From an optimization exercise on the open Yosys and OpenROAD flow, aimed at small area; shortcuts taken in it are not production practice.
Only simulation tests tie the RTL to the original design; equivalence was not proved.
Power figures rest on the tool's default switching activity, not on a simulated workload.

==> design/flow/design.v <==
module mcp3421_codec (
    input  wire        clk,
    input  wire        rst,         
    input  wire        multi_ch,    
    input  wire        cmd_valid,
    input  wire [39:0] cmd,
    output reg         rsp_valid,
    output wire [3:0]  rsp_status,
    output wire        rsp_is_bool,
    output wire [31:0] rsp_res,
    output wire [23:0] rsp_einfo
);
    wire [4:0] op = cmd[39:35];
    wire [7:0] b0 = cmd[31:24];
    wire [7:0] b1 = cmd[23:16];
    wire [7:0] b2 = cmd[15:8];
    wire [7:0] b3 = cmd[7:0];
    reg       faulted;      
    reg       configured;   
    reg       ssm;
    reg [1:0] ch;           
    reg [1:0] gain;
    reg [1:0] rate;
    reg [7:0] cfg_raw;      
    wire [1:0] chan = multi_ch ? ch : 2'b00;
    wire       drdy = ~cfg_raw[7];
    reg [2:0]  st_q;
    reg        bool_q;
    reg [23:0] dn_q;        
    reg        r24_q;
    wire        ok_q  = (st_q == 3'd0);
    wire [23:0] res_d = ~dn_q & {24{ok_q}};
    wire [20:0] ein_d = ~dn_q[20:0] & {21{~ok_q}};
    assign rsp_status  = {1'b0, st_q};
    assign rsp_is_bool = bool_q;
    assign rsp_res     = {{7{res_d[23]}}, r24_q, res_d};
    assign rsp_einfo   = {3'b000, ein_d};
    wire z0  = ~|b0;
    wire z1  = ~|b1;
    wire z2  = ~|b2;
    wire z3  = ~|b3;
    wire z3h = ~|b3[7:1];
    wire b3_gt1 = ~z3h;
    wire b3_gt3 = |b3[7:2];
    wire rsv_ok = (cmd[34:32] == 3'b000);
    wire is_bm   = (op == 5'h01);
    wire is_lk   = (op == 5'h02);
    wire is_get  = (op == 5'h03);
    wire is_set  = (op == 5'h04);
    wire is_dec  = (op == 5'h05);
    wire is_enc  = (op == 5'h06);
    wire is_mode = (op == 5'h07);
    wire is_chan = (op == 5'h08);
    wire is_gain = (op == 5'h09);
    wire is_rate = (op == 5'h0A);
    wire is_prop = (op == 5'h0B);
    wire is_drdy = (op == 5'h0C);
    wire is_res  = (op == 5'h0D);
    wire is_rrate= (op == 5'h0E);
    wire is_rgain= (op == 5'h0F);
    wire is_conv = (op == 5'h10);
    wire is_smp  = (op == 5'h11);
    wire is_frm  = (op == 5'h12);
    wire v_fmt   = is_lk | is_dec | is_mode | is_chan | is_gain | is_rate | is_prop |
                   is_res | is_rrate | is_rgain;
    wire n_fmt   = is_enc | is_drdy | is_conv;
    wire legal   = rsv_ok & (
                   (is_bm & z0 & z1) |
                   (v_fmt & z0 & z1 & z2) |
                   (is_get & z1 & z3) |
                   (is_set & z3h) |
                   (n_fmt & z0 & z1 & z2 & z3) |
                   is_smp | is_frm);
    wire needs_cfg = n_fmt | is_mode | is_chan | is_gain | is_rate | is_prop;
    wire e_flt = faulted;
    wire e_ill = ~faulted & ~legal;
    wire e_ncf = ~faulted & legal & needs_cfg & ~configured;
    wire ex    = ~faulted & legal & ~(needs_cfg & ~configured);
    wire [7:0] fid     = is_lk ? b3 : b2;
    wire       f_known = (fid[7:3] == 5'd0) && !(fid[2] && (fid[1] || fid[0]));
    reg  [3:0] f_start, f_end;
    reg        f_hi3;       
    reg  [1:0] f_get;       
    reg  [7:0] f_set;       
    always @(*) begin
        case (fid[2:0])
            3'd0: begin f_start = 4'd7; f_end = 4'd8; f_hi3 = 1'b0; f_get = {1'b0, b0[7]};
                        f_set = {b1[0], b0[6:0]}; end
            3'd1: begin f_start = 4'd5; f_end = 4'd7; f_hi3 = 1'b1; f_get = b0[6:5];
                        f_set = {b0[7], b1[1:0], b0[4:0]}; end
            3'd2: begin f_start = 4'd4; f_end = 4'd5; f_hi3 = 1'b0; f_get = {1'b0, b0[4]};
                        f_set = {b0[7:5], b1[0], b0[3:0]}; end
            3'd3: begin f_start = 4'd2; f_end = 4'd4; f_hi3 = 1'b1; f_get = b0[3:2];
                        f_set = {b0[7:4], b1[1:0], b0[1:0]}; end
            default: begin f_start = 4'd0; f_end = 4'd2; f_hi3 = 1'b1; f_get = b0[1:0];
                        f_set = {b0[7:2], b1[1:0]}; end
        endcase
    end
    wire f_oor = b3[0] & (f_hi3 ? (|b1[7:2]) : (|b1[7:1]));
    wire       bm_rng   = (b2[7:3] == 5'd0) && (b3[7:4] == 4'd0) && !(b3[3] && b3[2:0] != 3'd0);
    wire [7:0] bm_ge    = 8'hFF << b2[2:0];                        
    wire [7:0] bm_lt    = b3[3] ? 8'hFF : ~(8'hFF << b3[2:0]);    
    wire [7:0] bm_value = bm_ge & bm_lt;
    wire       bm_ok    = bm_rng && (bm_value != 8'd0);
    wire        s24    = is_frm ? (b3[3:2] == 2'd3) : (b3[1:0] == 2'd3);
    wire [23:0] sample = s24 ? {b0, b1, b2} : {{8{b0[7]}}, b0, b1};
    reg [7:0] prop;
    always @(*) begin
        case (b3[2:0])
            3'd0: prop = {7'h0, ssm};
            3'd1: prop = {6'h0, chan};
            3'd2: prop = {6'h0, gain};
            3'd3: prop = {6'h0, rate};
            3'd4: prop = {7'h0, drdy};
            default: prop = cfg_raw;
        endcase
    end
    wire prop_oor = (b3[7:3] != 5'd0) || (b3[2] && b3[1]);
    reg [18:0] conv;
    always @(*) begin
        case (rate)
            2'd0: conv = 19'd4167;
            2'd1: conv = 19'd16667;
            2'd2: conv = 19'd66667;
            default: conv = 19'd266667;
        endcase
    end
    reg [9:0] rrate;
    always @(*) begin
        case (b3[1:0])
            2'd0: rrate = 10'd960;
            2'd1: rrate = 10'd240;
            2'd2: rrate = 10'd60;
            default: rrate = 10'd15;
        endcase
    end
    wire x_bm   = ex & is_bm;
    wire x_fld  = ex & (is_lk | is_get | is_set);
    wire x_r3   = ex & (is_chan | is_gain | is_rate | is_res | is_rrate | is_rgain | is_smp);
    wire e_fatal = x_bm & ~bm_ok;
    wire e_unk   = x_fld & ~f_known;
    wire e_foor  = ex & is_set & f_known & f_oor;
    wire e_mode  = ex & is_mode & b3_gt1;
    wire e_r3    = x_r3 & b3_gt3;
    wire e_prop  = ex & is_prop & prop_oor;
    wire e_oor   = e_foor | e_mode | e_r3 | e_prop;
    wire o_bm    = x_bm & bm_ok;
    wire o_lk    = ex & is_lk & f_known;
    wire o_get   = ex & is_get & f_known;
    wire o_set   = ex & is_set & f_known & ~f_oor;
    wire o_enc   = ex & is_enc;
    wire o_prop  = ex & is_prop & ~prop_oor;
    wire o_drdy  = ex & is_drdy;
    wire r3ok    = ~b3_gt3;
    wire o_res   = ex & is_res & r3ok;
    wire o_rrate = ex & is_rrate & r3ok;
    wire o_rgain = ex & is_rgain & r3ok;
    wire o_conv  = ex & is_conv;
    wire o_smp   = ex & ((is_smp & r3ok) | is_frm);
    wire do_decode = ex & (is_dec | is_frm);
    wire do_fault  = e_fatal;
    wire do_mode   = ex & is_mode & ~b3_gt1;
    wire do_chan   = ex & is_chan & r3ok & multi_ch;
    wire do_gain   = ex & is_gain & r3ok;
    wire do_rate   = ex & is_rate & r3ok;
    wire [4:0] oor_arg = ({5{e_foor}} & {2'b10, fid[2:0]}) |
                         ({5{e_mode}} & 5'h04) |
                         ({5{e_prop}} & 5'h05) |
                         ({5{e_r3 & is_chan}} & 5'h03) |
                         ({5{e_r3 & (is_gain | is_rgain)}} & 5'h01) |
                         ({5{e_r3 & (is_rate | is_res | is_rrate | is_smp)}} & 5'h02);
    wire [2:0] oor_hi  = ({3{e_foor}} & {1'b0, f_hi3, 1'b1}) |
                         ({3{e_mode}} & 3'd1) |
                         ({3{e_prop}} & 3'd5) |
                         ({3{e_r3}}   & 3'd3);
    wire [2:0] n_st = ({3{e_oor}}   & 3'd1) |
                      ({3{e_unk}}   & 3'd2) |
                      ({3{e_ncf}}   & 3'd3) |
                      ({3{e_ill}}   & 3'd4) |
                      ({3{e_fatal}} & 3'd5) |
                      ({3{e_flt}}   & 3'd6);
    wire [23:0] n_d =
        ({24{e_ill}}   & {8'h08, 3'b000, op, 8'h00}) |
        ({24{e_fatal}} & {8'h07, b2, b3}) |
        ({24{e_unk}}   & {8'h06, fid, 8'h05}) |
        ({24{e_oor}}   & {3'b000, oor_arg, 8'h00, 5'b0, oor_hi}) |
        ({24{o_bm}}    & {16'h0, bm_value}) |
        ({24{o_lk}}    & {f_start, f_end, 8'h00, 6'b0, f_hi3, 1'b1}) |
        ({24{o_get}}   & {22'h0, f_get}) |
        ({24{o_set}}   & {16'h0, f_set}) |
        ({24{o_enc}}   & {16'h0, ssm, ch, ~ssm, rate, gain}) |
        ({24{o_prop}}  & {16'h0, prop}) |
        ({24{o_drdy}}  & {23'h0, (ssm | (rate == 2'd3)) ? drdy : 1'b1}) |
        ({24{o_res}}   & {19'h0, b3[1], ~b3[1], ~b3[1], b3[0], 1'b0}) |
        ({24{o_rrate}} & {14'h0, rrate}) |
        ({24{o_rgain}} & {20'h0, b3[1:0] == 2'd3, b3[1:0] == 2'd2, b3[1:0] == 2'd1, b3[1:0] == 2'd0}) |
        ({24{o_conv}}  & {5'h0, conv}) |
        ({24{o_smp}}   & sample);
    wire n_bool = (o_get & ~f_hi3) | (o_prop & (b3[2:0] == 3'd0 || b3[2:0] == 3'd4)) | o_drdy;
    wire n_r24  = o_lk | (o_smp & b0[7]);
    wire take = cmd_valid & ~rst;
    always @(posedge clk) begin
        rsp_valid <= take;
        st_q      <= n_st;
        bool_q    <= n_bool;
        dn_q      <= ~n_d;
        r24_q     <= n_r24;
    end
    always @(posedge clk) begin
        if (rst) begin
            faulted    <= 1'b0;
            configured <= 1'b0;
        end else if (cmd_valid) begin
            if (do_fault)  faulted    <= 1'b1;
            if (do_decode) configured <= 1'b1;
        end
    end
    always @(posedge clk) begin
        if (take) begin
            if (do_decode) begin
                cfg_raw <= b3;
                ssm     <= ~b3[4];
                gain    <= b3[1:0];
                rate    <= b3[3:2];
                ch      <= b3[6:5];
            end
            if (do_mode) ssm  <= b3[0];
            if (do_chan) ch   <= b3[1:0];
            if (do_gain) gain <= b3[1:0];
            if (do_rate) rate <= b3[1:0];
        end
    end
endmodule
==> design/flow/run.sh <==
#!/bin/bash
# synth_recipe.tcl (not shown) runs the flow's synth.tcl, then flattens the netlist and writes it again
# the make line also repeats each setting of config.mk as NAME=value (left out here)
make -C /OpenROAD-flow-scripts/flow DESIGN_CONFIG=/design/flow/config.mk WORK_HOME=/design/flow/orfs CLKGATE_MAP_FILE= SYNTH_SCRIPT=/design/flow/synth_recipe.tcl finish
==> design/flow/config.mk <==
export PLATFORM = sky130hd
export DESIGN_NAME = mcp3421_codec
export DESIGN_NICKNAME = mcp3421_codec
export VERILOG_FILES = /design/flow/design.v
export SDC_FILE = /design/flow/constraint.sdc
export NUM_CORES = 4
export LEC_CHECK = 0
export ABC_AREA = 1
export CAP_MARGIN = 20
export CORE_MARGIN = 2
export CORE_UTILIZATION = 40
export SLEW_MARGIN = 20
==> design/flow/constraint.sdc <==
create_clock -name core_clock -period 6.0 [get_ports {clk}]
set_input_delay 1.2000 -clock core_clock [delete_from_list [all_inputs] [get_ports {clk}]]
set_output_delay 1.2000 -clock core_clock [all_outputs]
set_load 0.01 [all_outputs]
==> summary.txt, run 1 <==
status - timing/DRC/antenna clean
crit path time final - 4640 ps
layout cells sized above 1 - 6.31%
Final Hold Vio Count - 0
die footprint - 0.0111 mm^2
Max Fanout on Critical Path - 18
number of I/O pins - 106
CP Capture Type - flop
# rows - 36
Post-Place Cell Area - 0.00515 mm^2
Pins Over Slew Limit - 0
worst path buffer plus inverter count - 3
post_cts resized - 0
final instance area - 0.00528 mm^2
CTS max path bufs - 2
Post-Syn Area - 0.00411 mm^2
peak supply drop - 73.1 uV
Finished Core Util - 53.5%
DRT antenna net count - 0
gpl congestion - 1.05
Max Fclk - 216 MHz
critical-path cell list - clkdlybuf4s50_1 > nor2_1 > nand2_2 > nor2_2 > nand2_1 > nand3_1 > inv_2 > nand2_2 > nand3_2 > nor2_2 > nand3_1 > inv_1
final setup skew - 16.7 ps
Total GRT Usage - 30.7%
drt first pass iters - 5
area delta synth->final - 28.5%
DIE WIDTH - 105 um
vias post-DR - 4968
Final HPWL DP - 13.8 mm
CTS H-tree lvls - 2
Congestion Overflow GR - 0
die height - 105 um
ant diodes - 0
CP peak stage delay - 650 ps
final setup fails - 0
hold path start - configured
RSZ-0062 raised after global routing - no
fill count - 1029
wire length per cell - 18.9 um
final WL - 17.1 mm
via/cell ratio - 5.47
CTS root buf - clkbuf_8
CTS tree - built
Req. time, crit path - 5980 ps
final period utilization - 77.3%
register area share after synthesis - 26.6%
Hold Buf Count CTS - 0
Synth Register Bits - 47
setup_tns - 0 ps
Mapped Avg Cell Area - 5.98 um^2
slew margin rel. - 30.8%
sequential cell area - 0.00109 mm^2
pwr dens - 143 mW/mm^2
Worst path top cell family by delay - simple AND/OR/NAND/NOR gates
TritonCTS buffer count - 5
Lkg Pwr - 2.38 nW
DRC errors left - 0
clk slew on worst S/H paths - 110 ps
Mapped Cells - 687
crit path DAT - 4620 ps
first-pass GRT wire length - 26.2 mm
largest net degree at the start of global routing - 32
fin nets - 828
Netlist cell types - 44
clock sinks - 47
Worst Setup Start Kind - input pin
setup bufs post-CTS - 0
slowest cell on the critical path - nor2_2
Iter 0 DRT Violations - 482
HP Class - flop to flop
RR Startpoint - faulted
PortBufs - 101
worst-skew pair later-pin latency - 320 ps
slew at the pin closest to its max-slew limit - 1030 ps
Crit. Startpoint - cmd[2]
max-cap violations - 0
Core Area - 0.00986 mm^2
total power - 0.000756 W
initial antenna violation count - 0
Yosys warnings - 1
Multi-input gate area - 0.00250 mm^2
Crit Path Class - input pin to flop
Initial Utilization - 41.6%
vias in the first global route - 4718
==> registers in the layout, indices dropped and copies added, names as in the netlist <==
signal,flops
dn_q,24
cfg_raw,8
st_q,3
ch,2
gain,2
rate,2
bool_q,1
configured,1
faulted,1
r24_q,1
rsp_valid,1
ssm,1
==> cell usage after synthesis, drive strengths merged <==
library cell | n | share of area (%)
nor3 | 10 | 1.2
o211ai | 6 | 1.1
o221ai | 3 | 0.64
edfxtp | 15 | 11
buf | 18 | 3.5
and3 | 1 | 0.15
a22oi | 2 | 0.37
inv | 93 | 8.5
nand3 | 61 | 8.3
o21bai | 2 | 0.37
nor2 | 137 | 14
clkinv | 2 | 0.18
nand4 | 7 | 1.2
or2 | 4 | 0.61
a31oi | 2 | 0.46
a21boi | 1 | 0.18
nor4 | 4 | 1.1
nand3b | 1 | 0.18
nand2 | 183 | 17
ha | 9 | 2.7
o22ai | 5 | 0.76
o21a | 1 | 0.18
o21ai | 63 | 7.8
a22o | 1 | 0.21
a21oi | 13 | 1.6
dfxtp | 32 | 16
conb | 1 | 0.091
o2111ai | 2 | 0.43
clkbuf | 8 | 0.73
==> worst min-delay path, stage by stage, from the launching register on <==
cell	delay, ps
dfxtp_1	340
inv_1	50
o21ai_0	70
==> cell usage in the layout (no fill, tap or decap), types with 2 or more instances in the layout <==
cell type,instances
nand3_2,5
a21oi_1,13
ha_1,9
o21bai_1,2
inv_2,9
nor2_4,5
o221ai_1,3
clkbuf_8,5
o21ai_0,50
nand4_1,6
clkinv_1,2
o21ai_1,12
buf_4,3
clkdlybuf4s50_1,101
nor4_1,2
nand3_1,55
dfxtp_1,32
nor2_1,125
o211ai_1,6
a22oi_1,2
o22ai_1,5
nor3_1,9
conb_1,4
inv_1,84
or2_2,3
nor2_2,7
edfxtp_1,15
nand2_2,3
o2111ai_1,2
nand2_1,180
==> through the flow <==
stage | hold slack, ps | setup WS [ps] | cells
4_1_cts | 490 | 1440 | 909
5_1_grt | 518 | 1180 | 909
3_3_place_gp | 473 | 1060 | 901
2_1_floorplan | 436 | 2830 | 690
6_report | 496 | 1360 | 909
3_5_place_dp | 471 | 1100 | 901
==> worst paths after layout <==
path	cells past startpoint	slack (ps)	end
max	12	1360	cfg_raw[2]
min	2	500	configured
min reg2reg	2	500	configured
max reg2reg	5	3570	cfg_raw[2]
==> metal layers <==
metal / share of wire, % / vias up / track usage (%) / wire length [um]
met1: 41 / 2226 / 40.3 / 7050
li1: - / 2368 / - / -
met3: 9.3 / 55 / 4.51 / 1590
met4: 4.7 / 0 / 15.3 / 806
met5: 0 / - / 0 / 0
met2: 45 / 319 / 48.9 / 7700
==> power by group <==
group	leakage (nW)	total [W]	internal, W	switching [W]
clock	0.0636	0.000275	0.000150	0.000124
sequential	0.395	0.000331	0.000330	0.00000146
combinational	1.92	0.000151	0.0000545	0.0000961
==> area by class of cell <==
class	count	area share, %
Multi-Input combinational cell	522	47.4
Sequential cell	47	20.7
Timing Repair Buffer	104	19.6
Inverter	95	6.76
Tap cell	133	3.15
Clock buffer	7	1.85
Clock inverter	1	0.569
==> cells by family (layout without fill, tap and decap cells) <==
kind of cell | count (synthesis) | count (layout) | share of synthesized area (%)
and+or+nand+nor | 408 | 408 | 43.6
buffers and inverters | 121 | 207 | 12.9
AOI/OAI and AO/OA | 101 | 101 | 14.0
DFF | 47 | 47 | 26.6
adders and majority gates | 9 | 9 | 2.74
other | 1 | 4 | 0.0913
==> run 2, diff against run 1 <==
==> design/flow/flow/run.sh (new file) <==
#!/bin/bash
# Own layout flow: the standard layout (standard.sh) with
#  - synthesis: the standard script with an area-oriented ABC script (own_synth.tcl,
#    area.abc) and no pass-through buffers (the port buffers below take their place),
#  - port buffers: sky130_fd_sc_hd__buf_1 on every input and output port,
#  - CTS: one sink cluster, without dummy loads.
# Each step's full output goes to its own log file in the work folder.
set -euo pipefail
W=$(pwd)
export OWN_WORK=$W
export OWN_ABC_SCRIPT=$W/flow/area.abc
bash standard.sh SYNTH_SCRIPT=$W/flow/own_synth.tcl SYNTH_INSBUF=0 synth > $W/log_synth.txt 2>&1
bash standard.sh SYNTH_INSBUF=0 BUFFER_PORTS_ARGS="-buffer_cell sky130_fd_sc_hd__buf_1" \
  CTS_ARGS="-sink_clustering_enable -sink_clustering_size 60 -sink_clustering_max_diameter 300 -repair_clock_nets -dont_use_dummy_load" \
  finish > $W/log_layout.txt 2>&1
==> design/flow/flow/area.abc (new file) <==
strash
&get -n
&deepsyn -T 20
&put
dch -f
map
==> design/flow/flow/own_synth.tcl (new file) <==
# The standard synthesis (synth_recipe.tcl), with ABC's mapping script replaced by an
# area-oriented one (flow/area.abc). Registers are mapped before ABC runs, so they are
# the standard synthesis's.
proc abc {args} {
  set i [lsearch -exact $args -script]
  if {$i >= 0} {
    set args [lreplace $args $i [expr {$i + 1}] -script $::env(OWN_ABC_SCRIPT)]
  }
  set j [lsearch -exact $args -D]
  if {$j >= 0} {
    set args [lreplace $args $j [expr {$j + 1}]]
  }
  yosys abc {*}$args
}
# Leave half and full adders to ABC instead of mapping them to ha/fa cells.
proc extract_fa {args} {}
source $::env(OWN_WORK)/synth_recipe.tcl
==> design/flow/standard.sh (new file) <==
#!/bin/bash
# synth_recipe.tcl (not shown) runs the flow's synth.tcl, then flattens the netlist and writes it again
# the make line also repeats each setting of config.mk as NAME=value (left out here)
make -C /OpenROAD-flow-scripts/flow DESIGN_CONFIG=/design/flow/config.mk WORK_HOME=/design/flow/orfs CLKGATE_MAP_FILE= SYNTH_SCRIPT=/design/flow/synth_recipe.tcl "${@:-finish}"
--- a/design/flow/config.mk
+++ b/design/flow/config.mk
@@ -6,7 +6,7 @@
 export NUM_CORES = 4
 export LEC_CHECK = 0
-export ABC_AREA = 1
 export CAP_MARGIN = 20
 export CORE_MARGIN = 2
 export CORE_UTILIZATION = 40
+export GPL_TIMING_DRIVEN = 0
 export SLEW_MARGIN = 20
removed: design/flow/run.sh
==> run 2 against run 1 <==
Net effect:
- via count is 7.0% lower
- clock skew is 11 ps higher
- total power is 17% lower
- hold slack worse by 11 ps
- combinational power is 25% lower
- critical path type unchanged
- largest power group unchanged
==> summary.txt, run 2 <==
status - timing/DRC/antenna clean
most frequent cells in the layout - 104 x nor2_1, 101 x buf_1, 70 x nand2_1
sequential share of power - 52.9%
pwr dens - 155 mW/mm^2
total power - 0.000628 W
PortBufs - 101
slew at the pin closest to its max-slew limit - 1140 ps
hold slack - 485 ps
die footprint - 0.00925 mm^2
Max Fanout on Critical Path - 17
peak supply drop - 77.4 uV
CTS H-tree lvls - 2
first-pass GRT wire length - 23.8 mm
largest net degree at the start of global routing - 25
final WL - 16.0 mm
crit path DAT - 5870 ps
CTS max path bufs - 2
part of the power in combinational logic - 18.2%
Core Area - 0.00822 mm^2
HP Class - flop to flop
DRC errors left - 0
Synth Register Bits - 47
clock sinks - 47
CTS tree - built
slew margin rel. - 23.7%
number of synthesized flops with an enable pin - 15
Reg with most FFs - dn_q
TritonCTS buffer count - 5
area delta synth->final - 19.0%
final setup skew - 27.4 ps
Post-Syn Area - 0.00340 mm^2
sequential cell area - 0.00109 mm^2
setup_tns - 0 ps
Final Hold Vio Count - 0
gpl congestion - 0.993
slowest cell on the critical path - nor3_1
final setup fails - 0
Congestion Overflow GR - 0
layout cells sized above 1 - 2.73%
Worst Setup Start Kind - input pin
Mapped Cells - 509
fin nets - 668
Crit Path Class - input pin to flop
wire length per cell - 22.0 um
final period utilization - 94.8%
DIE WIDTH - 96.2 um
Req. time, crit path - 6180 ps
Lkg Pwr - 1.32 nW
CP peak stage delay - 1160 ps
Internal - 0.000432 W
Iter 0 DRT Violations - 422
Hold Buf Count CTS - 0
worst path buffer plus inverter count - 2
CTS root buf - clkbuf_8
initial antenna violation count - 0
crit path time final - 5690 ps
Finished Core Util - 49.2%
Worst path top cell family by delay - simple AND/OR/NAND/NOR gates
clk slew on worst S/H paths - 100 ps
count leader, synth - nor2_1
Netlist cell types - 35
ant diodes - 0
die height - 96.2 um
CP Capture Type - flop
Largest regs - dn_q: 24 flops, cfg_raw: 8 flops, st_q: 3 flops
vias post-DR - 4620
drt first pass iters - 5
commonest non-fill, non-tap cell in the layout - nor2_1
top_reg_cell synth - dfxtp_1
# rows - 33
post_cts resized - 0
Final HPWL DP - 12.7 mm
setup bufs post-CTS - 0
fill count - 911
Max Fclk - 176 MHz
DRT antenna net count - 0
Switch Pwr - 0.000196 W
max reg flops - 24
RSZ-0062 raised after global routing - no
Net Sw Frac - 31.3%
via/cell ratio - 6.35
cell taking the most area after synthesis - dfxtp_1
Yosys warnings - 1
Multi-input gate area - 0.00211 mm^2
max-cap violations - 0
vias in the first global route - 4207
Mapped Avg Cell Area - 6.67 um^2
clock share of power - 29.0%
Initial Utilization - 41.3%
Yosys top cell area share - 18.9%
Post-synth top cells - 104 x nor2_1, 70 x nand2_1, 62 x clkinv_1
critical-path cell list - buf_1 > clkinv_1 > nor2_1 > nand2_1 > o22ai_1 > o2bb2ai_1 > nand4_1 > nor3_1 > a22oi_1 > nand4_1 > nor2_1
worst-skew pair later-pin latency - 310 ps
register area share after synthesis - 32.1%
number of I/O pins - 106
Pins Over Slew Limit - 0
Total GRT Usage - 35.1%
synth top area cells - dfxtp_1 19%, edfxtp_1 13%, nor2_1 11%, nand2_1 7.7%, nand4_1 7.7%
Async SR Flop Fraction - 0%
-- run 2: metrics by stage --
| step | area, um^2 | std cells | worst slack [ps] |
|---|---|---|---|
| after floorplan | 3410 | 512 | 1130 |
| after global placement | 3920 | 718 | -1750 |
| after detailed placement | 3980 | 722 | 275 |
| after CTS | 4040 | 727 | 574 |
| after global routing | 4040 | 727 | 152 |
| final | 4040 | 727 | 312 |
-- run 2: kinds of logic after synthesis --
| logic type | Yosys count | synth area share (%) |
|---|---|---|
| compound gates | 111 | 22.3 |
| buf+inv | 62 | 6.85 |
| flops | 47 | 32.1 |
| other cells | 1 | 0.110 |
| simple gates | 288 | 38.6 |
-- run 2: tightest hold or removal path, stage by stage (launching register included) --
cell	delay, ps
dfxtp_1	330
clkinv_1	40
o21ai_0	70
-- run 2: routing by layer --
layer	vias to the layer above	GRT usage, %	routed length, um
met5	-	0	0
met4	0	15.1	608
met3	49	7.91	1930
met2	350	54.4	7010
met1	2113	46.7	6490
li1	2108	-	-
-- run 2: final cells by class --
cell class / instances / share of cell area [%]
repair buffers: 105 / 10.1
inverters: 62 / 5.75
clock buffers: 5 / 1.70
flip-flops and latches: 47 / 27.0
well taps: 105 / 3.25
multi-input cells: 403 / 52.2
-- run 2: worst paths after layout --
path                 to  startpoint  slack, ps  depth (start not counted)
max             dn_q[5]     cmd[35]        310                         11
min          configured  configured        490                          2
max reg2reg     dn_q[5]  configured       2780                          7
min reg2reg  configured  configured        490                          2
-- run 2: power by group through the flow --
stage	registers (W)	logic (W)	clock network (W)
floorplan	0.000340	0.0000539	0
global placement	0.000339	0.000109	0
detailed placement	0.000340	0.000108	0
CTS	0.000332	0.000109	0.000186
global route	0.000333	0.000122	0.000194
finish	0.000332	0.000114	0.000182
==> run 3, diff against run 2 <==
--- a/design/flow/design.v
+++ b/design/flow/design.v
@@ -25,12 +25,11 @@
     wire [1:0] chan = multi_ch ? ch : 2'b00;
     wire       drdy = ~cfg_raw[7];
-    reg [2:0]  st_q;
+    reg        ok_q;        
     reg        bool_q;
     reg [23:0] dn_q;        
     reg        r24_q;
-    wire        ok_q  = (st_q == 3'd0);
     wire [23:0] res_d = ~dn_q & {24{ok_q}};
-    wire [20:0] ein_d = ~dn_q[20:0] & {21{~ok_q}};
-    assign rsp_status  = {1'b0, st_q};
+    wire [20:0] ein_d = {~dn_q[20:16], ~dn_q[7:0], ~dn_q[15:8]} & {21{~ok_q}};
+    assign rsp_status  = {1'b0, ~dn_q[23:21] & {3{~ok_q}}};
     assign rsp_is_bool = bool_q;
     assign rsp_res     = {{7{res_d[23]}}, r24_q, res_d};
@@ -181,8 +180,9 @@
                       ({3{e_flt}}   & 3'd6);
     wire [23:0] n_d =
-        ({24{e_ill}}   & {8'h08, 3'b000, op, 8'h00}) |
-        ({24{e_fatal}} & {8'h07, b2, b3}) |
-        ({24{e_unk}}   & {8'h06, fid, 8'h05}) |
-        ({24{e_oor}}   & {3'b000, oor_arg, 8'h00, 5'b0, oor_hi}) |
+        ({24{e_ill}}   & {8'h08, 8'h00, 3'b000, op}) |
+        ({24{e_fatal}} & {8'h07, b3, b2}) |
+        ({24{e_unk}}   & {8'h06, 8'h05, fid}) |
+        ({24{e_oor}}   & {3'b000, oor_arg, 5'b0, oor_hi, 8'h00}) |
+        {n_st, 21'h0} |
         ({24{o_bm}}    & {16'h0, bm_value}) |
         ({24{o_lk}}    & {f_start, f_end, 8'h00, 6'b0, f_hi3, 1'b1}) |
@@ -202,5 +202,5 @@
     always @(posedge clk) begin
         rsp_valid <= take;
-        st_q      <= n_st;
+        ok_q      <= (n_st == 3'd0);
         bool_q    <= n_bool;
         dn_q      <= ~n_d;
@@ -221,5 +221,4 @@
                 cfg_raw <= b3;
                 ssm     <= ~b3[4];
-                gain    <= b3[1:0];
                 rate    <= b3[3:2];
                 ch      <= b3[6:5];
@@ -227,5 +226,5 @@
             if (do_mode) ssm  <= b3[0];
             if (do_chan) ch   <= b3[1:0];
-            if (do_gain) gain <= b3[1:0];
+            if (do_gain | do_decode) gain <= b3[1:0];
             if (do_rate) rate <= b3[1:0];
         end
==> run 3 against run 2 <==
Net effect:
- setup slack better by 610 ps
- area after synthesis decreased by 1.2%
- sequential cell count decreased by 2
- global-route usage shrank 1.7 points
- total power is 4.2% lower
- final cell count rose by 0.41%
- sequential power fell by 4%
- hold slack worse by 32 ps
- largest cell class unchanged
- highest routed layer unchanged
==> summary.txt, run 3 <==
Synth Register Bits - 45
fill count - 910
most frequent cells in the layout - 102 x nor2_1, 101 x buf_1, 72 x nand2_1
number of I/O pins - 106
hold slack - 454 ps
cell taking the most area after synthesis - dfxtp_1
Initial Utilization - 41.0%
Netlist cell types - 39
Switch Pwr - 0.000184 W
wire length per cell - 21.0 um
vias in the first global route - 4165
Crit Path Class - input pin to flop
Post-Syn Area - 0.00336 mm^2
initial antenna violation count - 0
Max Fclk - 197 MHz
Total GRT Usage - 33.4%
sequential cell area - 0.00105 mm^2
peak supply drop - 77.8 uV
crit path DAT - 5270 ps
Iter 0 DRT Violations - 495
HP Class - flop to flop
max layer used - met4
part of the power in combinational logic - 18.6%
Largest regs - dn_q: 24 flops, cfg_raw: 8 flops
Yosys warnings - 1
setup_tns - 0 ps
ant diodes - 0
PnR worst setup slack - 917 ps
Hold Buf Count CTS - 0
setup bufs post-CTS - 0
drt first pass iters - 9
CTS root buf - clkbuf_8
DIE WIDTH - 95.6 um
Max Fanout on Critical Path - 12
TritonCTS buffer count - 5
clk slew on worst S/H paths - 80 ps
Net Sw Frac - 30.5%
Mapped Avg Cell Area - 6.55 um^2
Worst Setup Start Kind - input pin
die footprint - 0.00914 mm^2
fin nets - 671
vias post-DR - 4493
Multi-input gate area - 0.00209 mm^2
CP Capture Type - flop
number of non-filler instances in the completed layout - 730
slew margin rel. - 39.4%
final setup skew - 20.2 ps
DRT antenna net count - 0
max reg flops - 24
# rows - 33
post_cts resized - 0
final WL - 15.3 mm
Congestion Overflow GR - 0
CTS H-tree lvls - 2
pwr dens - 151 mW/mm^2
Met1 Routed Length - 6.08 mm
count leader, synth - nor2_1
first-pass GRT wire length - 22.7 mm
clock sinks - 45
gpl congestion - 1.09
total power - 0.000602 W
number of synthesized flops with an enable pin - 15
status - timing/DRC/antenna clean
final setup fails - 0
register area share after synthesis - 31.3%
crit path time final - 5080 ps
layout cells sized above 1 - 3.36%
Reg with most FFs - dn_q
max-cap violations - 0
commonest non-fill, non-tap cell in the layout - nor2_1
metal2 WL - 6.71 mm
RSZ-0062 raised after global routing - no
clock share of power - 28.5%
DR WL met3 - 1.77 mm
largest net degree at the start of global routing - 26
CTS max path bufs - 2
Yosys top cell area share - 17.9%
Post-synth top cells - 102 x nor2_1, 72 x nand2_1, 67 x clkinv_1
Pins Over Slew Limit - 0
die height - 95.6 um
Lkg Pwr - 1.33 nW
placed insts - 725
worst-skew pair later-pin latency - 310 ps
top_reg_cell synth - dfxtp_1
synth top area cells - dfxtp_1 18%, edfxtp_1 13%, nor2_1 11%, nand2_1 8.1%, clkinv_1 7.5%
DRC errors left - 0
Req. time, crit path - 6190 ps
Async SR Flop Fraction - 0%
dpl ws - 662 ps
Mapped Cells - 512
CTS tree - built
Internal - 0.000419 W
sequential share of power - 52.9%
final period utilization - 84.7%
Final Hold Vio Count - 0
Final HPWL DP - 12.2 mm
via/cell ratio - 6.15
area delta synth->final - 19.0%
slew at the pin closest to its max-slew limit - 900 ps
PortBufs - 101
Core Area - 0.00818 mm^2
## run 3: cell types whose count changed in the layout (fill, tap and decap cells not counted), sizes merged, moves of 4 or more
cell,delta
nand4,-5
a22oi,-9
o221ai,-5
a32oi,+5
a221oi,-4
nand3,-8
a31oi,+5
o22ai,+5
nor3,+6
clkinv,+5
a21oi,+8
## run 3: layout make-up
| cell class | count | share of cell area [%] |
|---|---|---|
| inverter | 67 | 6.30 |
| clock buffer | 5 | 1.72 |
| tap | 105 | 3.29 |
| multi-input combinational | 403 | 52.3 |
| sequential | 45 | 26.3 |
| timing repair buffer | 105 | 10.1 |
## run 3: worst paths after layout
kind | start | endpoint | slack (ps) | depth (start not counted)
worst max register to register | configured | dn_q[17] | 3210 | 7
worst max-delay path | cmd[37] | dn_q[21] | 920 | 12
worst min-delay path | configured | configured | 450 | 2
worst min register to register | configured | configured | 450 | 2
## run 3: cells by family (layout without fill, tap and decap cells)
family	after synthesis	in the layout	share of synthesized area, %
fa+ha+maj	1	1	0.298
flops	45	45	31.3
simple gates	276	276	36.8
buf+inv	67	177	7.49
mux	1	1	0.298
other cells	1	4	0.112
compound gates	121	121	23.7
## run 3: through the flow
stage | utilization, % | cell area (um^2)
5_1_grt | 48.8 | 3990
4_1_cts | 48.8 | 3990
3_3_place_gp | 47.4 | 3880
6_report | 48.8 | 3990
2_1_floorplan | - | 3370
3_5_place_dp | 47.9 | 3920
## run 3: routing by layer
layer	up-vias	track usage, %
li1	2092	-
met3	59	8.14
met2	326	52.5
met1	2016	42.7
met5	-	0
met4	0	16.3
## run 3: power by group through the flow
stage | combinational [W] | sequential [W] | clock, W
final | 0.000112 | 0.000319 | 0.000172
after global routing | 0.000121 | 0.000319 | 0.000188
after CTS | 0.000107 | 0.000319 | 0.000176
after detailed placement | 0.000107 | 0.000326 | 0
after global placement | 0.000107 | 0.000325 | 0
after floorplan | 0.0000545 | 0.000325 | 0
## run 3: critical path, cell delays in order
cell and delay (ps):
buf_1 480, clkinv_1 440, a21oi_1 530, clkinv_1 200, nor2_1 250, nor2_1 80
nor3_1 520, clkinv_1 380, nor3_1 660, nand2_1 210, o21ai_0 260, nor3_1 70
==> run 4, diff against run 3 <==
==> design/flow/flow/run.sh (replaced) <==
#!/bin/bash
# Own layout flow: the standard layout (standard.sh) with
#  - synthesis: the standard script with area-oriented ABC runs, the smallest of several
#    seeds kept (own_synth.tcl), and no pass-through buffers (the port buffers below take
#    their place),
#  - port buffers: sky130_fd_sc_hd__buf_1 on every input and output port,
#  - CTS: without dummy loads.
# Each step's full output goes to its own log file in the work folder.
set -euo pipefail
W=$(pwd)
export OWN_WORK=$W
export OWN_ABC_SEEDS="0 1 2 3 4 5 6 7 8 9"
export OWN_ABC_TIME=15
bash standard.sh SYNTH_SCRIPT=$W/flow/own_synth.tcl SYNTH_INSBUF=0 synth > $W/log_synth.txt 2>&1
bash standard.sh SYNTH_INSBUF=0 BUFFER_PORTS_ARGS="-buffer_cell sky130_fd_sc_hd__buf_1" \
  CTS_ARGS="-sink_clustering_enable -repair_clock_nets -dont_use_dummy_load" \
  finish > $W/log_layout.txt 2>&1
==> design/flow/flow/own_synth.tcl (replaced) <==
# The standard synthesis (synth_recipe.tcl) with two changes to the combinational logic only:
#  - ABC runs an area-oriented script (deepsyn, then a choice-based mapping) several times
#    with different seeds, and the mapping with the smallest cell area is kept;
#  - half and full adders are left to ABC instead of being mapped to ha/fa cells.
# Registers are mapped before ABC runs, so they are the standard synthesis's.
proc abc {args} {
  global lib_args
  set i [lsearch -exact $args -script]
  if {$i >= 0} { set args [lreplace $args $i [expr {$i + 1}]] }
  set j [lsearch -exact $args -D]
  if {$j >= 0} { set args [lreplace $args $j [expr {$j + 1}]] }
  yosys design -save own_pre_abc
  set best -1
  set best_seed -1
  foreach seed $::env(OWN_ABC_SEEDS) {
    yosys design -load own_pre_abc
    set f $::env(OWN_WORK)/own_abc_$seed.script
    set fh [open $f w]
    puts $fh "strash\n&get -n\n&deepsyn -T $::env(OWN_ABC_TIME) -S $seed\n&put\ndch -f\nmap"
    close $fh
    yosys abc -script $f {*}$args
    set st [tee -q -s result.string stat {*}$lib_args]
    regexp {Chip area for module[^:]*:\s*([0-9.]+)} $st -> area
    puts "own_synth: abc seed $seed area $area"
    if {$best < 0 || $area < $best} {
      set best $area
      set best_seed $seed
      yosys design -save own_best_abc
    }
  }
  puts "own_synth: keeping abc seed $best_seed (area $best)"
  yosys design -load own_best_abc
}
proc extract_fa {args} {}
source $::env(OWN_WORK)/synth_recipe.tcl
removed: design/flow/flow/area.abc
==> run 4 against run 3 <==
Net effect:
- largest power group unchanged
- die area fell by 2.6%
- area after synthesis decreased by 2.7%
- global-route usage rose by 0.091 points
- still clean on timing, DRC and antenna
- final cell count down 3.8%
- register-to-register slack worse by 320 ps
- via count fell by 2.2%
- wire length down 1.9%
- non-clock buffer count shrank 1
- utilization rose by 1.2 points
- critical path type unchanged
- setup slack lost 16 ps
- sequential cell count unchanged
==> summary.txt, run 4 <==
# rows - 32
vias post-DR - 4392
Total GRT Usage - 33.5%
final setup fails - 0
setup_tns - 0 ps
Yosys warnings - 1
vias in the first global route - 3969
commonest non-fill, non-tap cell in the layout - buf_1
max reg flops - 24
Iter 0 DRT Violations - 638
RSZ-0062 raised after global routing - no
clk slew on worst S/H paths - 80 ps
register area share after synthesis - 32.2%
Pins Over Slew Limit - 0
Lkg Pwr - 1.27 nW
die footprint - 0.00890 mm^2
status - timing/DRC/antenna clean
Yosys top cell area share - 18.4%
Synth Register Bits - 45
CTS root buf - clkbuf_8
drt first pass iters - 5
DRC errors left - 0
Req. time, crit path - 6180 ps
number of synthesized flops with an enable pin - 15
Initial Utilization - 41.8%
synth top area cells - dfxtp_1 18%, edfxtp_1 14%, nor2_1 11%, clkinv_1 7.5%, nand2_1 7.2%
final setup skew - 4.66 ps
CTS H-tree lvls - 2
final period utilization - 85.0%
part of the power in combinational logic - 18.7%
number of non-filler instances in the completed layout - 702
Mapped Avg Cell Area - 6.69 um^2
peak supply drop - 73.9 uV
fill count - 867
top_reg_cell synth - dfxtp_1
cell taking the most area after synthesis - dfxtp_1
CTS tree - built
max-cap violations - 0
Post-Syn Area - 0.00327 mm^2
R2R Path End - dn_q[1]
pwr dens - 155 mW/mm^2
PortBufs - 101
gpl congestion - 1.02
Crit. Startpoint - cmd[36]
sequential share of power - 52.9%
RR Startpoint - configured
count leader, synth - nor2_1
post_cts resized - 0
Largest regs - dn_q: 24 flops, cfg_raw: 8 flops
crit path to - dn_q[1]
Congestion Overflow GR - 0
number of I/O pins - 106
Max Fclk - 196 MHz
R2R Setup Slk - 2890 ps
DRT antenna net count - 0
Post-Place Cell Area - 0.00383 mm^2
CTS max path bufs - 2
Max Fanout on Critical Path - 16
hold slack - 494 ps
Core Area - 0.00781 mm^2
clock sinks - 45
Post-synth top cells - 95 x nor2_1, 65 x clkinv_1, 63 x nand2_1
crit path time final - 5100 ps
via/cell ratio - 6.26
Reg with most FFs - dn_q
Mapped Cells - 488
Netlist cell types - 38
wire length per cell - 21.4 um
setup bufs post-CTS - 0
most frequent cells in the layout - 101 x buf_1, 95 x nor2_1, 65 x clkinv_1
DIE WIDTH - 94.4 um
Crit Path Class - input pin to flop
layout cells sized above 1 - 2.83%
Net Sw Frac - 30.6%
Async SR Flop Fraction - 0%
die height - 94.4 um
crit path DAT - 5280 ps
fin nets - 646
clock share of power - 28.3%
Internal - 0.000420 W
CP Capture Type - flop
slew margin rel. - 24.4%
Final HPWL DP - 11.8 mm
Worst Setup Start Kind - input pin
Hold Buf Count CTS - 0
placed insts - 697
path depth of the worst reg2reg path - 9
final WL - 15.0 mm
final instance area - 0.00391 mm^2
first-pass GRT wire length - 22.2 mm
ant diodes - 0
area delta synth->final - 19.6%
Switch Pwr - 0.000185 W
slew at the pin closest to its max-slew limit - 1130 ps
initial antenna violation count - 0
worst-skew pair later-pin latency - 290 ps
TritonCTS buffer count - 5
largest net degree at the start of global routing - 26
HP Class - flop to flop
Final Hold Vio Count - 0
## run 4: changes by cell type after synthesis, sizes merged, moves of 6 or more
cell   previous run  this run
nand4            37        21
nand3            26        39
nand2            72        63
a21oi            25        18
a22oi             2         9
nor2            102        95
o21ai            30        24
## run 4: how the worst min path moves through the flow
stage                      end  slack (ps)  depth (start not counted)       start
floorplan           configured         430                          2  configured
global placement    configured         480                          2  configured
detailed placement  configured         480                          2  configured
CTS                 configured         490                          2  configured
global route        configured         520                          2  configured
finish              configured         490                          2  configured
## run 4: worst max-delay path, cell delays in order
cell      delay [ps]
buf_1            370
clkinv_1         420
nand3_1          340
nand3_1          160
o32ai_1          310
o21bai_1         160
nand4_1          510
buf_6            380
nor3_1           860
o21ai_0          300
nand4_1          160
nor2_1            70
## run 4: power groups by stage
stage | Combinational (W) | Clock (W) | Sequential, W
floorplan | 0.0000547 | 0 | 0.000327
global placement | 0.000108 | 0 | 0.000327
detailed placement | 0.000108 | 0 | 0.000327
CTS | 0.000108 | 0.000177 | 0.000320
global route | 0.000121 | 0.000183 | 0.000321
finish | 0.000113 | 0.000171 | 0.000320
## run 4: kinds of logic after synthesis
| kind of cell | Yosys count | share of synthesized area, % |
|---|---|---|
| AND/OR/NAND/NOR | 262 | 35.9 |
| flip-flops | 45 | 32.2 |
| other | 1 | 0.115 |
| buffers and inverters | 65 | 7.47 |
| AO/OA/AOI/OAI | 115 | 24.3 |
## run 4: routing by layer
| metal | track usage, % | up-vias | part of all wire [%] | routed length (um) |
|---|---|---|---|---|
| li1 | - | 2013 | - | - |
| met1 | 44.1 | 1954 | 39 | 5830 |
| met2 | 53.2 | 361 | 44 | 6610 |
| met3 | 5.59 | 64 | 11 | 1720 |
| met4 | 16.7 | 0 | 5.6 | 838 |
| met5 | 0 | - | 0 | 0 |
## run 4: per-stage QoR
step / total power, W / util (%) / worst slack, ps
after floorplan: 0.000382 / - / 1900
after global placement: 0.000435 / 48.5 / -292
after detailed placement: 0.000435 / 49.1 / 546
after CTS: 0.000606 / 50.0 / 839
after global routing: 0.000624 / 50.0 / 604
final: 0.000605 / 50.0 / 901
## run 4: final cells by class
type | count | area [um^2] | area share (%)
Multi-Input combinational cell | 381 | 2010 | 51.4
Tap cell | 102 | 128 | 3.27
Clock buffer | 5 | 68.8 | 1.76
Sequential cell | 45 | 1050 | 26.9
Inverter | 65 | 244 | 6.25
Timing Repair Buffer | 104 | 405 | 10.4
==> run 5, diff against run 4 <==
--- a/design/flow/flow/run.sh
+++ b/design/flow/flow/run.sh
@@ -10,6 +10,7 @@
 W=$(pwd)
 export OWN_WORK=$W
-export OWN_ABC_SEEDS="0 1 2 3 4 5 6 7 8 9"
+export OWN_ABC_SEEDS="0 1 2 3 4 5"
 export OWN_ABC_TIME=15
+export OWN_ABC_MAX_DELAY_PS=100000
 bash standard.sh SYNTH_SCRIPT=$W/flow/own_synth.tcl SYNTH_INSBUF=0 synth > $W/log_synth.txt 2>&1
 bash standard.sh SYNTH_INSBUF=0 BUFFER_PORTS_ARGS="-buffer_cell sky130_fd_sc_hd__buf_1" \
==> design/flow/flow/own_synth.tcl (replaced) <==
# The standard synthesis (synth_recipe.tcl) with two changes to the combinational logic only:
#  - ABC runs an area-oriented script (deepsyn, then area mapping with amap) with several
#    seeds, and the smallest mapping whose ABC delay estimate is within OWN_ABC_MAX_DELAY_PS
#    is kept (if none is, the same with ABC's delay-oriented map);
#  - half and full adders are left to ABC instead of being mapped to ha/fa cells.
# Registers are mapped before ABC runs, so they are the standard synthesis's.
proc abc {args} {
  global lib_args
  set i [lsearch -exact $args -script]
  if {$i >= 0} { set args [lreplace $args $i [expr {$i + 1}]] }
  set j [lsearch -exact $args -D]
  if {$j >= 0} { set args [lreplace $args $j [expr {$j + 1}]] }
  yosys design -save own_pre_abc
  set best -1
  set best_tag ""
  foreach mapper {amap map} {
    foreach seed $::env(OWN_ABC_SEEDS) {
      yosys design -load own_pre_abc
      set f $::env(OWN_WORK)/own_abc_${mapper}_$seed.script
      set fh [open $f w]
      puts $fh "strash\n&get -n\n&deepsyn -T $::env(OWN_ABC_TIME) -S $seed\n&put\ndch -f\n$mapper\nstime -p"
      close $fh
      set out [tee -q -s result.string abc -script $f {*}$args]
      set delay 1e9
      regexp {Delay\s*=\s*([0-9.]+)\s*ps} $out -> delay
      set st [tee -q -s result.string stat {*}$lib_args]
      regexp {Chip area for module[^:]*:\s*([0-9.]+)} $st -> area
      set fits [expr {$delay <= $::env(OWN_ABC_MAX_DELAY_PS)}]
      puts "own_synth: abc $mapper seed $seed area $area delay $delay ps fits $fits"
      if {$fits && ($best < 0 || $area < $best)} {
        set best $area
        set best_tag "$mapper seed $seed"
        yosys design -save own_best_abc
      }
    }
    if {$best >= 0} { break }
  }
  if {$best < 0} { error "own_synth: no ABC mapping met the delay bound" }
  puts "own_synth: keeping abc $best_tag (area $best)"
  yosys design -load own_best_abc
}
proc extract_fa {args} {}
source $::env(OWN_WORK)/synth_recipe.tcl
==> run 5 against run 4 <==
Net effect:
- largest cell class unchanged
- area after synthesis shrank 6.0%
- critical path depth grew 9
- global-route usage shrank 2.1 points
- non-clock buffer count shrank 2
- still clean on timing, DRC and antenna
- critical endpoint is now dn_q[4]
- sequential share of layout area grew 1.4 points
- first-iteration DRC count shrank 39%
- critical path type unchanged
- sequential cell count is the same
==> summary.txt, run 5 <==
status - timing/DRC/antenna clean
Internal - 0.000418 W
wire length per cell - 20.8 um
crit path DAT - 5950 ps
Switch Pwr - 0.000173 W
Net Sw Frac - 29.3%
Yosys warnings - 1
hold path start - cfg_raw[4]
Lkg Pwr - 1.18 nW
R2R Path End - dn_q[4]
first-pass GRT wire length - 20.4 mm
Post-synth top cells - 108 x nor2_1, 68 x clkinv_1, 30 x dfxtp_1
fill count - 788
placed insts - 641
Final HPWL DP - 10.6 mm
top_reg_cell synth - dfxtp_1
Core Area - 0.00733 mm^2
Total GRT Usage - 31.5%
most frequent cells in the layout - 102 x nor2_1, 101 x buf_1, 65 x clkinv_1
slew at the pin closest to its max-slew limit - 885 ps
synth top area cells - dfxtp_1 20%, edfxtp_1 15%, nor2_1 13%, clkinv_1 8.3%, o21ai_0 4.4%
cell taking the most area after synthesis - dfxtp_1
Initial Utilization - 41.9%
number of non-filler instances in the completed layout - 647
RR Startpoint - configured
pwr dens - 159 mW/mm^2
CTS root buf - clkbuf_8
DIE WIDTH - 91.6 um
die footprint - 0.00839 mm^2
Max Fclk - 173 MHz
peak supply drop - 78.7 uV
PnR worst setup slack - 218 ps
final setup fails - 0
commonest non-fill, non-tap cell in the layout - nor2_1
initial antenna violation count - 0
worst hold endpoint - dn_q[4]
hold depth - 1
gpl congestion - 1.06
PortBufs - 101
Req. time, crit path - 6170 ps
Hold Buf Count CTS - 0
setup_tns - 0 ps
clock share of power - 29.5%
Post-Place Cell Area - 0.00358 mm^2
HP Class - flop to flop
clk slew on worst S/H paths - 100 ps
max-cap violations - 0
Congestion Overflow GR - 0
Final Hold Vio Count - 0
sequential share of power - 53.9%
Reg with most FFs - dn_q
area delta synth->final - 20.9%
clock sinks - 45
CTS max path bufs - 2
vias post-DR - 4057
drt first pass iters - 6
via/cell ratio - 6.27
CTS H-tree lvls - 2
die height - 91.6 um
layout cells sized above 1 - 3.28%
largest net degree at the start of global routing - 26
path depth of the worst reg2reg path - 11
TritonCTS buffer count - 5
Netlist cell types - 44
Crit Path Class - input pin to flop
Pins Over Slew Limit - 0
Yosys top cell area share - 19.6%
CTS tree - built
Worst Setup Start Kind - input pin
Synth Register Bits - 45
R2R Setup Slk - 3300 ps
Mapped Avg Cell Area - 7.01 um^2
final WL - 13.5 mm
Max Fanout on Critical Path - 15
final setup skew - 24.6 ps
number of synthesized flops with an enable pin - 15
slew margin rel. - 40.8%
part of the power in combinational logic - 16.6%
Iter 0 DRT Violations - 389
DRC errors left - 0
fin nets - 594
worst-skew pair later-pin latency - 310 ps
crit path time final - 5780 ps
max reg flops - 24
Largest regs - dn_q: 24 flops, cfg_raw: 8 flops
dpl ws - -805 ps
Async SR Flop Fraction - 0%
Post-Syn Area - 0.00307 mm^2
DRT antenna net count - 0
final instance area - 0.00371 mm^2
number of I/O pins - 106
count leader, synth - nor2_1
final period utilization - 96.4%
CP Capture Type - flop
register area share after synthesis - 34.2%
ant diodes - 0
# rows - 31
Mapped Cells - 438
vias in the first global route - 3683
run 5: cell types whose count changed after synthesis, sizes merged, moves of 8 or more:
cell     before  now
a2111oi       0    8
nand2        63   21
nand4        21    5
nand3        39   14
nor2         95  108
run 5: how the worst max path moves through the flow:
stage	start	endpoint	slack [ps]
final	cmd[1]	dn_q[4]	220
after global routing	cmd[1]	dn_q[4]	-0.3
after CTS	cmd[1]	dn_q[4]	30
after detailed placement	cmd[3]	dn_q[4]	-800
after global placement	cmd[3]	dn_q[4]	-750
after floorplan	cmd[3]	dn_q[18]	1100
run 5: logic make-up after synthesis:
family	Yosys count	synth area share (%)
buffers and inverters	68	8.31
AO/OA/AOI/OAI	129	29.3
AND/OR/NAND/NOR	195	28.0
flip-flops	45	34.2
other	1	0.122
run 5: critical path, cell delays in order:
cell and delay, ps:
buf_1 360, nor2_2 430, clkinv_1 290, nor3_1 320, a21oi_1 70, nor3_1 140, a21oi_1 70, nor3_1 190
a31oi_1 60, nor2_1 140, a311oi_1 80, nor4_2 430, nand3_2 280, or3_1 450, nand2b_1 220, nor2_2 290
clkinv_1 260, a211oi_1 370, nor4_1 100, o21ai_0 110, a2111oi_0 80
run 5: area by class of cell:
cell class / instances / area (um^2) / area share [%]
repair buffers: 102 / 387 / 10.4
well taps: 99 / 124 / 3.34
inverters: 68 / 259 / 6.98
clock buffers: 5 / 68.8 / 1.85
flip-flops and latches: 45 / 1050 / 28.3
multi-input cells: 328 / 1820 / 49.1
run 5: routing by layer:
layer | global-route usage (%) | part of all wire [%] | vias up
met4 | 13.3 | 4.5 | 0
met3 | 7.07 | 12 | 63
met5 | 3.21 | 0 | -
met1 | 41.2 | 40 | 1854
li1 | - | - | 1823
met2 | 49.6 | 44 | 317
run 5: repair_timing:
item,in CTS,in global routing
pin swaps,0,1
resized for setup,5,10
setup buffers,0,1
setup endpoints to repair,23,25
run 5: metrics by stage:
stage | util [%] | total power (W) | hold WS, ps
floorplan | - | 0.000372 | 415
global placement | 48.9 | 0.000418 | 451
detailed placement | 48.9 | 0.000417 | 461
CTS | 50.1 | 0.000589 | 475
global route | 50.6 | 0.000611 | 482
finish | 50.6 | 0.000591 | 463
run 5: power by group through the flow:
stage	clock network (W)	logic (W)	registers [W]
4_1_cts	0.000178	0.0000930	0.000318
6_report	0.000174	0.0000980	0.000318
2_1_floorplan	0	0.0000471	0.000325
3_3_place_gp	0	0.0000930	0.000325
3_5_place_dp	0	0.0000920	0.000325
5_1_grt	0.000188	0.000104	0.000319
==> run 6, diff against run 5 <==
==> design/flow/flow/run.sh (replaced) <==
#!/bin/bash
# Own layout flow: the standard layout (standard.sh) with
#  - synthesis: the standard script with area-oriented ABC runs, the smallest of several
#    seeds kept (own_synth.tcl), and no pass-through buffers (the port buffers below take
#    their place),
#  - port buffers: sky130_fd_sc_hd__buf_1 on every input and output port,
#  - CTS: without dummy loads.
# The first layout maps the logic with ABC's area mapper (amap). If its final setup slack,
# as ORFS reports it, is under MIN_WS_NS, the layout is made again with ABC's
# delay-oriented mapper (map); the first attempt's folders are kept as try1_*.
# Each step's full output goes to its own log file in the work folder.
set -euo pipefail
W=$(pwd)
export OWN_WORK=$W
export OWN_ABC_SEEDS="0 1 2 3 4 5 6 7"
export OWN_ABC_TIME=15
MIN_WS_NS=0.35

layout() {
  bash standard.sh SYNTH_SCRIPT=$W/flow/own_synth.tcl SYNTH_INSBUF=0 synth > $W/log_synth$1.txt 2>&1
  bash standard.sh SYNTH_INSBUF=0 BUFFER_PORTS_ARGS="-buffer_cell sky130_fd_sc_hd__buf_1" \
    CTS_ARGS="-sink_clustering_enable -repair_clock_nets -dont_use_dummy_load" \
    finish > $W/log_layout$1.txt 2>&1
}

ws() {
  python3 -c "import json,glob; print(json.load(open(glob.glob('$W/orfs/logs/*/mcp3421_codec/base/6_report.json')[0]))['finish__timing__setup__ws'])"
}

export OWN_ABC_MAPPERS="amap map"
export OWN_ABC_MAX_DELAY_PS=3800
if layout _try1 && python3 -c "import sys; sys.exit(0 if float('$(ws)') >= $MIN_WS_NS else 1)"; then
  echo "amap layout kept: setup ws $(ws) ns" > $W/log_choice.txt
  exit 0
fi
echo "amap layout not kept (setup ws $(ws 2>/dev/null || echo none) ns); map layout made" > $W/log_choice.txt
mv $W/orfs $W/try1_orfs
rm -f $W/out/final.def
export OWN_ABC_MAPPERS="map"
export OWN_ABC_MAX_DELAY_PS=100000
layout _try2
--- a/design/flow/flow/own_synth.tcl
+++ b/design/flow/flow/own_synth.tcl
@@ -1,6 +1,7 @@
 # The standard synthesis (synth_recipe.tcl) with two changes to the combinational logic only:
-#  - ABC runs an area-oriented script (deepsyn, then area mapping with amap) with several
-#    seeds, and the smallest mapping whose ABC delay estimate is within OWN_ABC_MAX_DELAY_PS
-#    is kept (if none is, the same with ABC's delay-oriented map);
+#  - ABC runs an area-oriented script (deepsyn, then the mapper OWN_ABC_MAPPERS names:
+#    amap for area, map for delay) with several seeds, and the smallest mapping whose ABC
+#    delay estimate is within OWN_ABC_MAX_DELAY_PS is kept (if none is, the same with the
+#    next mapper in the list);
 #  - half and full adders are left to ABC instead of being mapped to ha/fa cells.
 # Registers are mapped before ABC runs, so they are the standard synthesis's.
@@ -14,5 +15,5 @@
   set best -1
   set best_tag ""
-  foreach mapper {amap map} {
+  foreach mapper $::env(OWN_ABC_MAPPERS) {
     foreach seed $::env(OWN_ABC_SEEDS) {
       yosys design -load own_pre_abc
==> run 6 against run 5 <==
Net effect:
- still clean on timing, DRC and antenna
- die area up 6.1%
- hold slack gained 31 ps
- utilization is 0.59 points lower
==> summary.txt, run 6 <==
status - timing/DRC/antenna clean
DRT antenna net count - 0
final period utilization - 85.0%
Worst Setup Start Kind - input pin
Initial Utilization - 41.8%
DRC errors left - 0
CP Capture Type - flop
post_cts resized - 0
cell taking the most area after synthesis - dfxtp_1
CTS H-tree lvls - 2
Core Area - 0.00781 mm^2
total power - 0.000605 W
crit path time final - 5100 ps
TritonCTS buffer count - 5
Finished Core Util - 50.0%
crit path DAT - 5280 ps
Pins Over Slew Limit - 0
Hold Buf Count CTS - 0
# rows - 32
worst-skew pair later-pin latency - 290 ps
clock share of power - 28.3%
placed insts - 697
top_reg_cell synth - dfxtp_1
die footprint - 0.00890 mm^2
slew margin rel. - 24.4%
CTS max path bufs - 2
PortBufs - 101
peak supply drop - 73.9 uV
DIE WIDTH - 94.4 um
Net Sw Frac - 30.6%
CTS tree - built
final instance area - 0.00391 mm^2
Req. time, crit path - 6180 ps
Largest regs - dn_q: 24 flops, cfg_raw: 8 flops
Internal - 0.000420 W
synth top area cells - dfxtp_1 18%, edfxtp_1 14%, nor2_1 11%, clkinv_1 7.5%, nand2_1 7.2%
pwr dens - 155 mW/mm^2
number of non-filler instances in the completed layout - 702
hold path start - configured
vias in the first global route - 3969
Congestion Overflow GR - 0
max reg flops - 24
layout cells sized above 1 - 2.83%
die height - 94.4 um
RR Startpoint - configured
setup bufs post-CTS - 0
worst hold endpoint - configured
final setup skew - 4.66 ps
final setup fails - 0
fin nets - 646
Lkg Pwr - 1.27 nW
part of the power in combinational logic - 18.7%
R2R Setup Slk - 2890 ps
slew at the pin closest to its max-slew limit - 1130 ps
area delta synth->final - 19.6%
slowest cell on the critical path - nor3_1
Async SR Flop Fraction - 0%
drt first pass iters - 5
clock sinks - 45
wire length per cell - 21.4 um
number of I/O pins - 106
number of synthesized flops with an enable pin - 15
Post-synth top cells - 95 x nor2_1, 65 x clkinv_1, 63 x nand2_1
Yosys warnings - 1
Mapped Cells - 488
largest net degree at the start of global routing - 26
Netlist cell types - 38
RSZ-0062 raised after global routing - no
HP Class - flop to flop
Max Fclk - 196 MHz
Total GRT Usage - 33.5%
Reg with most FFs - dn_q
register area share after synthesis - 32.2%
critical-path cell list - buf_1 > clkinv_1 > nand3_1 > nand3_1 > o32ai_1 > o21bai_1 > nand4_1 > buf_6 > nor3_1 > o21ai_0 > nand4_1 > nor2_1
clk slew on worst S/H paths - 80 ps
Final HPWL DP - 11.8 mm
Post-Place Cell Area - 0.00383 mm^2
hold depth - 2
CP peak stage delay - 860 ps
count leader, synth - nor2_1
gpl congestion - 1.02
hold slack - 494 ps
Mapped Avg Cell Area - 6.69 um^2
CTS root buf - clkbuf_8
most frequent cells in the layout - 101 x buf_1, 95 x nor2_1, 65 x clkinv_1
Yosys top cell area share - 18.4%
via/cell ratio - 6.26
Iter 0 DRT Violations - 638
Post-Syn Area - 0.00327 mm^2
Synth Register Bits - 45
path depth of the worst reg2reg path - 9
Final Hold Vio Count - 0
commonest non-fill, non-tap cell in the layout - buf_1
Crit Path Class - input pin to flop
first-pass GRT wire length - 22.2 mm
sequential share of power - 52.9%
R2R Path End - dn_q[1]
final WL - 15.0 mm
vias post-DR - 4392
max-cap violations - 0
Max Fanout on Critical Path - 16
initial antenna violation count - 0
ant diodes - 0
Switch Pwr - 0.000185 W
-- run 6: cell count changes in the layout (fill, tap and decap cells not counted), sizes merged, moves of 6 or more --
cell / previous run / this run
nor2: 108 / 95
nand2: 21 / 63
nor2b: 6 / 0
nand3: 14 / 39
nand4: 5 / 21
a221oi: 10 / 4
a2111oi: 8 / 0
o2111ai: 4 / 10
nor3: 19 / 25
-- run 6: worst max-delay path, delay by kind of cell --
kind / cells / cell delay [ps]
AND/OR/NAND/NOR: 6 / 2100
buffers and inverters: 3 / 1170
AO/OA/AOI/OAI: 3 / 770
-- run 6: worst max-delay path by stage --
stage / startpoint / end / slack [ps]
after floorplan: cmd[36] / cfg_raw[0] / 1900
after global placement: cmd[36] / dn_q[9] / -290
after detailed placement: cmd[36] / dn_q[12] / 550
after CTS: cmd[36] / dn_q[12] / 840
after global routing: cmd[36] / dn_q[7] / 600
final: cmd[36] / dn_q[1] / 900
-- run 6: cell type report --
| type | count | area (um^2) |
|---|---|---|
| Clock buffer | 5 | 68.8 |
| Multi-Input combinational cell | 381 | 2010 |
| Fill cell | 867 | 3900 |
| Tap cell | 102 | 128 |
| Inverter | 65 | 244 |
| Sequential cell | 45 | 1050 |
| Timing Repair Buffer | 104 | 405 |
-- run 6: power groups by stage --
stage	logic, W	registers [W]	clock network, W
after detailed placement	0.000108	0.000327	0
after floorplan	0.0000547	0.000327	0
after global routing	0.000121	0.000321	0.000183
final	0.000113	0.000320	0.000171
after CTS	0.000108	0.000320	0.000177
after global placement	0.000108	0.000327	0
-- run 6: layer usage --
layer | wire length [um] | GRT usage, % | up-vias | part of all wire, %
met1 | 5830 | 44.1 | 1954 | 39
li1 | - | - | 2013 | -
met5 | 0 | 0 | - | 0
met2 | 6610 | 53.2 | 361 | 44
met4 | 838 | 16.7 | 0 | 5.6
met3 | 1720 | 5.59 | 64 | 11
-- run 6: stage by stage --
stage / setup TNS (ps) / setup slack, ps
after global placement: -1170 / -292
final: 0 / 901
after CTS: 0 / 839
after global routing: 0 / 604
after floorplan: 0 / 1900
after detailed placement: 0 / 546
-- run 6: kinds of logic after synthesis --
group	Yosys count	synth area share, %
buffers and inverters	65	7.47
other	1	0.115
AOI/OAI and AO/OA	115	24.3
and+or+nand+nor	262	35.9
DFF	45	32.2
==> run 7, diff against run 6 <==
--- a/design/flow/flow/run.sh
+++ b/design/flow/flow/run.sh
@@ -15,5 +15,5 @@
 export OWN_ABC_SEEDS="0 1 2 3 4 5 6 7"
 export OWN_ABC_TIME=15
-MIN_WS_NS=0.35
+MIN_WS_NS=0.2
 
 layout() {
==> run 7 against run 6 <==
Net effect:
- synthesized cell count is 8.8% lower
- utilization decreased by 0.97 points
- critical path depth rose by 7
- global-route usage decreased by 1.1 points
- fmax decreased by 9.8%
- first-iteration DRC count decreased by 21%
- wire length shrank 8.5%
- sequential share of layout area is 1.3 points higher
- final cell count is 6.4% lower
- register-to-register slack better by 160 ps
- total power is 1.3% lower
- largest power group unchanged
==> summary.txt, run 7 <==
peak supply drop - 77.4 uV
part of the power in combinational logic - 17.0%
DRT antenna net count - 0
number of non-filler instances in the completed layout - 657
Worst Setup Start Kind - input pin
register area share after synthesis - 33.9%
crit path to - dn_q[2]
path depth of the worst reg2reg path - 10
Post-synth top cells - 110 x nor2_1, 64 x clkinv_1, 37 x o21ai_0
Final Hold Vio Count - 0
max-cap violations - 0
RSZ-0062 raised after global routing - no
pwr dens - 160 mW/mm^2
die height - 92.1 um
number of I/O pins - 106
via/cell ratio - 6.23
max reg flops - 24
vias in the first global route - 3683
critical path depth - 19
status - timing/DRC/antenna clean
Total GRT Usage - 32.4%
die footprint - 0.00848 mm^2
Pins Over Slew Limit - 0
Switch Pwr - 0.000178 W
wire length per cell - 20.9 um
CTS tree - built
Congestion Overflow GR - 0
Core Area - 0.00761 mm^2
sequential share of power - 53.6%
Finished Core Util - 49.1%
CTS root buf - clkbuf_8
vias post-DR - 4092
Iter 0 DRT Violations - 507
Max Fanout on Critical Path - 16
PortBufs - 101
hold slack - 405 ps
Worst path top cell family by delay - simple AND/OR/NAND/NOR gates
Synth Register Bits - 45
Req. time, crit path - 6200 ps
setup bufs post-CTS - 0
critical-path cell list - buf_1 > clkinv_1 > nand4_1 > or2_0 > nor2_1 > clkinv_1 > nor2_1 > nand3_1 > nand2_1 > a21oi_1 > nor4_2 > nand2_1 > a21o_1 > or2_0 > nor3_2 > clkinv_1 > o32ai_1 > a2111oi_0 > o2111a_1
HP Class - flop to flop
Post-Syn Area - 0.00310 mm^2
Net Sw Frac - 29.8%
worst-skew pair later-pin latency - 300 ps
placed insts - 652
Reg with most FFs - dn_q
top_reg_cell synth - dfxtp_1
final period utilization - 94.2%
CTS max path bufs - 2
critical path's most frequent cell - clkinv_1
Yosys top cell area share - 19.4%
cell taking the most area after synthesis - dfxtp_1
TritonCTS buffer count - 5
first-pass GRT wire length - 20.9 mm
clk slew on worst S/H paths - 90 ps
ant diodes - 0
worst path buffer plus inverter count - 4
Netlist cell types - 39
Max Fclk - 177 MHz
CP peak stage delay - 560 ps
count leader, synth - nor2_1
DIE WIDTH - 92.1 um
R2R Path End - dn_q[1]
slew at the pin closest to its max-slew limit - 968 ps
clock sinks - 45
gpl congestion - 0.993
synth top area cells - dfxtp_1 19%, edfxtp_1 15%, nor2_1 13%, clkinv_1 7.7%, o21ai_0 6.0%
crit path time final - 5650 ps
Initial Utilization - 40.8%
final WL - 13.7 mm
==> run 7: layout make-up <==
| cell class | instances | area [um^2] | share of cell area, % |
|---|---|---|---|
| multi-input cells | 339 | 1860 | 49.7 |
| flip-flops and latches | 45 | 1050 | 28.2 |
| repair buffers | 102 | 388 | 10.4 |
| inverters | 64 | 240 | 6.44 |
| well taps | 102 | 128 | 3.42 |
| clock buffers | 5 | 68.8 | 1.84 |
==> run 7: worst min-delay path by stage <==
stage                     startpoint      end  cells past startpoint
after floorplan           cfg_raw[3]  dn_q[3]                      1
after global placement    cfg_raw[3]  dn_q[3]                      1
after detailed placement  cfg_raw[3]  dn_q[3]                      1
after CTS                 cfg_raw[3]  dn_q[3]                      1
after global routing      cfg_raw[3]  dn_q[3]                      1
final                     cfg_raw[3]  dn_q[3]                      1
==> run 7: routing by layer <==
metal  global-route usage [%]  up-vias  routed length, um
li1                         -     1849                  -
met2                     52.2      307               6220
met5                        0        -                  0
met4                     11.1        0                428
met1                     42.9     1896               5720
met3                     6.98       40               1350
==> run 7: logic make-up after synthesis <==
group / Yosys count / share of synthesized area (%)
AND/OR/NAND/NOR: 209 / 30.0
AO/OA/AOI/OAI: 126 / 28.3
buffers and inverters: 64 / 7.75
flip-flops: 45 / 33.9
other: 1 / 0.121
==> run 7: power groups by stage <==
stage	Clock (W)	Sequential, W	Combinational, W
floorplan	0	0.000327	0.0000484
global placement	0	0.000327	0.0000973
detailed placement	0	0.000327	0.0000962
CTS	0.000182	0.000320	0.0000967
global route	0.000193	0.000321	0.000109
finish	0.000175	0.000320	0.000102
==> run 7: what timing repair did <==
item | CTS | global route
gates resized for setup | 1 | 6
endpoints found under the hold margin | 0 | 0
endpoints found under the setup margin | 6 | 30
hold buffers | 0 | 0
==> run 7: stage by stage <==
| step | TNS, ps | cell area [um^2] | worst slack (ps) |
|---|---|---|---|
| after global routing | 0 | 3730 | 119 |
| after global placement | -13270 | 3620 | -772 |
| after detailed placement | -4100 | 3640 | -561 |
| after CTS | 0 | 3710 | 53.0 |
| final | 0 | 3730 | 349 |
| after floorplan | 0 | 3110 | 1120 |

Setup slack of run 7, layout unchanged: 0.349 ns with ideal ports, 0.362 ns with driving cells assumed (clock clkbuf_16, inputs buf_2), 0.034 ns with port delays also shifted by the 0.328 ns mid clock arrival.
